This design comes from an exercise in tuning for small area on the open sky130 flow, not from production work. In this exercise RTL edits were held to simulation tests only and were not proved equivalent to the original. Power figures rest on the tool's default switching activity, not on a simulated workload.

==> v4: inputs <==
==> flow/design.v <==
module cmux_rx (
    input             clk,
    input             rst,
    input             in_valid,
    input      [7:0]  in_data,
    output reg        pay_valid,
    output reg [7:0]  pay_data,
    output reg        rec_valid,
    output reg [1:0]  rec_kind,
    output reg [31:0] rec_w0,
    output reg [31:0] rec_w1
);
    localparam [7:0] FLAG      = 8'hF9;
    localparam [7:0] MAX_INNER = 8'd131;
    localparam [1:0] KIND_FIELDS   = 2'd0;
    localparam [1:0] KIND_FORMAT   = 2'd1;
    localparam [1:0] KIND_OVERSIZE = 2'd2;
    localparam [7:0] FMT_TOO_SHORT       = 8'h20;
    localparam [7:0] FMT_EXT_LENGTH      = 8'h23;
    localparam [7:0] FMT_LENGTH_MISMATCH = 8'h24;
    localparam [1:0] HUNT     = 2'd0;
    localparam [1:0] OPEN     = 2'd1;
    localparam [1:0] OVERFLOW = 2'd2;
    function [7:0] crc8_byte(input [7:0] crc_in, input [7:0] b);
        integer k;
        reg [7:0] c;
        begin
            c = crc_in ^ b;
            for (k = 0; k < 8; k = k + 1)
                c = c[0] ? ((c >> 1) ^ 8'hE0) : (c >> 1);
            crc8_byte = c;
        end
    endfunction
    reg [1:0]  mode;
    reg [7:0]  held;         
    reg [15:0] seen;         
    reg [7:0]  addr, ctrl, len;
    reg [7:0]  last;         
    reg [7:0]  crc;
    wire       is_flag = in_valid && (in_data == FLAG);
    wire       is_byte = in_valid && (in_data != FLAG);
    wire [6:0] plen   = len[7:1];
    wire       is_uih = ((ctrl & 8'hEF) == 8'hEF);
    wire       prev_is_pay = (held >= 8'd4) && ({1'b0, held} <= {2'd0, plen} + 9'd3);
    reg  [2:0] kind_code;
    always @(*) begin
        casez (ctrl & 8'hEF)
            8'h2F:   kind_code = 3'd0;
            8'h63:   kind_code = 3'd1;
            8'h0F:   kind_code = 3'd2;
            8'hEF:   kind_code = 3'd3;
            default: kind_code = 3'd4;
        endcase
    end
    wire [7:0] fcs_calc = ~crc;
    wire       fcs_ok   = (last == fcs_calc);
    always @(posedge clk) begin
        if (rst) begin
            mode      <= HUNT;
            pay_valid <= 1'b0;
            rec_valid <= 1'b0;
        end else begin
            pay_valid <= 1'b0;
            rec_valid <= 1'b0;
            case (mode)
                HUNT: begin
                    if (is_flag) begin
                        mode <= OPEN;
                        held <= 8'd0;
                        crc  <= 8'hFF;
                    end
                end
                OPEN: begin
                    if (is_flag) begin
                        mode      <= HUNT;
                        rec_valid <= 1'b1;
                        if (held < 8'd4) begin
                            rec_kind <= KIND_FORMAT;
                            rec_w0   <= {24'h0, FMT_TOO_SHORT};
                            rec_w1   <= 32'h0;
                        end else if (!len[0]) begin
                            rec_kind <= KIND_FORMAT;
                            rec_w0   <= {24'h0, FMT_EXT_LENGTH};
                            rec_w1   <= 32'h0;
                        end else if ({1'b0, held} != {2'd0, plen} + 9'd4) begin
                            rec_kind <= KIND_FORMAT;
                            rec_w0   <= {24'h0, FMT_LENGTH_MISMATCH};
                            rec_w1   <= 32'h0;
                        end else begin
                            rec_kind <= KIND_FIELDS;
                            rec_w0   <= {last, len, ctrl, addr};
                            rec_w1   <= {1'b0, plen, fcs_calc, 3'b000, fcs_ok, ctrl[4],
                                         kind_code, addr[0], addr[1], addr[7:2]};
                        end
                    end else if (is_byte) begin
                        if (held == MAX_INNER) begin
                            mode <= OVERFLOW;
                            seen <= {8'h00, MAX_INNER} + 16'd1;
                        end else begin
                            held <= held + 8'd1;
                            last <= in_data;
                            case (held)
                                8'd0: addr <= in_data;
                                8'd1: ctrl <= in_data;
                                8'd2: len  <= in_data;
                                default: ;
                            endcase
                            if (held <= 8'd2)
                                crc <= crc8_byte(crc, in_data);
                            if (prev_is_pay) begin
                                pay_valid <= 1'b1;
                                pay_data  <= last;
                                if (!is_uih)
                                    crc <= crc8_byte(crc, last);
                            end
                        end
                    end
                end
                default: begin   
                    if (is_flag) begin
                        mode      <= HUNT;
                        rec_valid <= 1'b1;
                        rec_kind  <= KIND_OVERSIZE;
                        rec_w0    <= {16'h0000, seen};
                        rec_w1    <= 32'h0;
                    end else if (is_byte) begin
                        if (seen != 16'hFFFF)
                            seen <= seen + 16'd1;
                    end
                end
            endcase
        end
    end
endmodule
==> flow/run.sh <==
#!/bin/bash
# synth_recipe.tcl (not shown) runs the flow's synth.tcl, then flattens the netlist and writes it again
# the make line also repeats each setting of config.mk as NAME=value (left out here)
make -C /OpenROAD-flow-scripts/flow DESIGN_CONFIG=/design/flow/config.mk WORK_HOME=/design/flow/orfs CLKGATE_MAP_FILE= SYNTH_SCRIPT=/design/flow/synth_recipe.tcl finish
==> flow/config.mk <==
export PLATFORM = sky130hd
export DESIGN_NAME = cmux_rx
export DESIGN_NICKNAME = cmux_rx
export VERILOG_FILES = /design/flow/design.v
export SDC_FILE = /design/flow/constraint.sdc
export NUM_CORES = 4
export LEC_CHECK = 0
export CAP_MARGIN = 20
export CORE_MARGIN = 2
export CORE_UTILIZATION = 40
export SLEW_MARGIN = 20
==> flow/constraint.sdc <==
create_clock -name core_clock -period 4.0 [get_ports {clk}]
set_input_delay 0.8000 -clock core_clock [delete_from_list [all_inputs] [get_ports {clk}]]
set_output_delay 0.8000 -clock core_clock [all_outputs]
set_load 0.01 [all_outputs]
==> inputs of v32, as changes to v4 <==
==> flow/design.v, changed modules only <==
module cmux_rx (
    input             clk,
    input             rst,
    input             in_valid,
    input      [7:0]  in_data,
    output            pay_valid,
    output     [7:0]  pay_data,
    output            rec_valid,
    output     [1:0]  rec_kind,
    output     [31:0] rec_w0,
    output     [31:0] rec_w1
);
    localparam [7:0] FLAG = 8'hF9;
    function [7:0] crc8_byte(input [7:0] crc_in, input [7:0] b);
        integer k;
        reg [7:0] c;
        begin
            c = crc_in ^ b;
            for (k = 0; k < 8; k = k + 1)
                c = c[0] ? ((c >> 1) ^ 8'hE0) : (c >> 1);
            crc8_byte = c;
        end
    endfunction
    reg        act;          
    reg        ovf;          
    reg  [7:0] held;         
    reg  [7:0] addr, ctrl, len;
    reg  [7:0] last;         
    reg  [7:0] crc;
    wire       v      = in_valid & ~rst;
    wire       flag   = (in_data == FLAG);
    wire       inner  = v & ~flag & act;
    wire       close  = v & flag & act;
    wire [6:0] plen   = len[7:1];
    wire       is_uih = ((ctrl & 8'hEF) == 8'hEF);
    wire [7:0] hm3    = held - 8'd3;
    wire       is_pay = (held >= 8'd3) && (hm3 < {1'b0, plen});
    wire       frame  = ~ovf & len[0] & (held == {1'b0, plen} + 8'd4);
    reg  [2:0] kind_code;
    always @(*) begin
        case (ctrl & 8'hEF)
            8'h2F:   kind_code = 3'd0;
            8'h63:   kind_code = 3'd1;
            8'h0F:   kind_code = 3'd2;
            8'hEF:   kind_code = 3'd3;
            default: kind_code = 3'd4;
        endcase
    end
    wire [7:0] fcs_calc = ~crc;
    wire       fcs_ok   = (last == fcs_calc);
    wire [7:0] code     = (held < 8'd4) ? 8'h20 : (!len[0] ? 8'h23 : 8'h24);
    assign pay_valid = inner & ~ovf & is_pay;
    assign pay_data  = in_data;
    assign rec_valid = close;
    assign rec_kind  = ovf ? 2'd2 : (frame ? 2'd0 : 2'd1);
    assign rec_w0    = frame ? {last, len, ctrl, addr}
                     : ovf   ? {16'h0000, ctrl, held}
                     :         {24'h0, code};
    assign rec_w1    = frame ? {1'b0, plen, fcs_calc, 3'b000, fcs_ok, ctrl[4],
                                kind_code, addr[0], addr[1], addr[7:2]}
                     : 32'h0;
    always @(posedge clk) begin
        if (in_valid)
            last <= in_data;
        if (rst) begin
            act <= 1'b0;
        end else if (v) begin
            if (!act) begin
                if (flag) begin
                    act  <= 1'b1;
                    ovf  <= 1'b0;
                    held <= 8'd0;
                    crc  <= 8'hFF;
                end
            end else if (flag) begin
                act <= 1'b0;
            end else if (!ovf) begin
                case (held)
                    8'd0: addr <= in_data;
                    8'd1: ctrl <= in_data;
                    8'd2: len  <= in_data;
                    default: ;
                endcase
                if (held < 8'd3 || (is_pay && !is_uih))
                    crc <= crc8_byte(crc, in_data);
                held <= held + 8'd1;
                if (held == 8'd131) begin
                    ovf  <= 1'b1;
                    ctrl <= 8'h00;
                end
            end else if ({ctrl, held} != 16'hFFFF) begin
                {ctrl, held} <= {ctrl, held} + 16'd1;
            end
        end
    end
endmodule
==> comparison table <==
quantity	v32	v4
Run status	timing/DRC/antenna clean	timing/DRC/antenna clean
Number of cell instances on the worst register-to-register path	8	11
Biggest area consumer among cell classes	multi-input gates	sequential cells
Crit end category	output pin	flop
Global-route wire length before repair	14.93 mm	22.40 mm
Switching share of total power	21.58%	19.65%
Multi-input gate area	0.001768 mm²	0.002235 mm²
CP required	3.20 ns	4.15 ns
Number of stages on the worst hold path	1	0
Worst reg2reg path startpoint	held[0]	len[3]
Die span in y	98.44 µm	129.6 µm
Core occupancy in the finished layout	52.72%	51.52%
Fin cells	546	804
Routed wire length per instance	17.05 µm	18.03 µm
Top-area cell type share of the netlist area	41.25%	60.48%
Clock sink count	50	131
Combinational Power	81.4 µW	56.7 µW
Fin crit period	3.861 ns	3.138 ns

-- separate check: timing with driven ports --
How much do the figures lean on ideal ports? The routed layouts below were timed once more, with nothing changed but the port constraints.
Step 1, drivers: a clkbuf_16 drives clk and a buf_2 each remaining input, both assumed.
Step 2 adds t to the input delays and takes it off the output delays; t is the mean of the earliest and latest rising clock arrival at the registers after step 1. Input paths then give back, and output paths get back, about the clock's delay inside the block.
a / b / c = ideal ports / drivers / drivers and shift; a / b = the first two.
| run | t, ns | setup WS [ns] | hold WS [ns] | clock arrival spread, ns | worst slew at a driven data input, ns |
|---|---|---|---|---|---|
| v4 | 0.456 | 0.862 / 0.862 / 0.696 | 0.517 / 0.517 / 0.517 | 0.008 / 0.008 | 0.04 |
| v32 | 0.330 | 0.139 / 0.109 / 0.439 | 0.702 / 0.702 / 0.702 | 0.010 / 0.010 | 0.04 |
After both steps every run listed still meets setup and hold. The setup slack of v4, which loses most, moves by 0.000 ns with the drivers and by -0.166 ns with both steps.
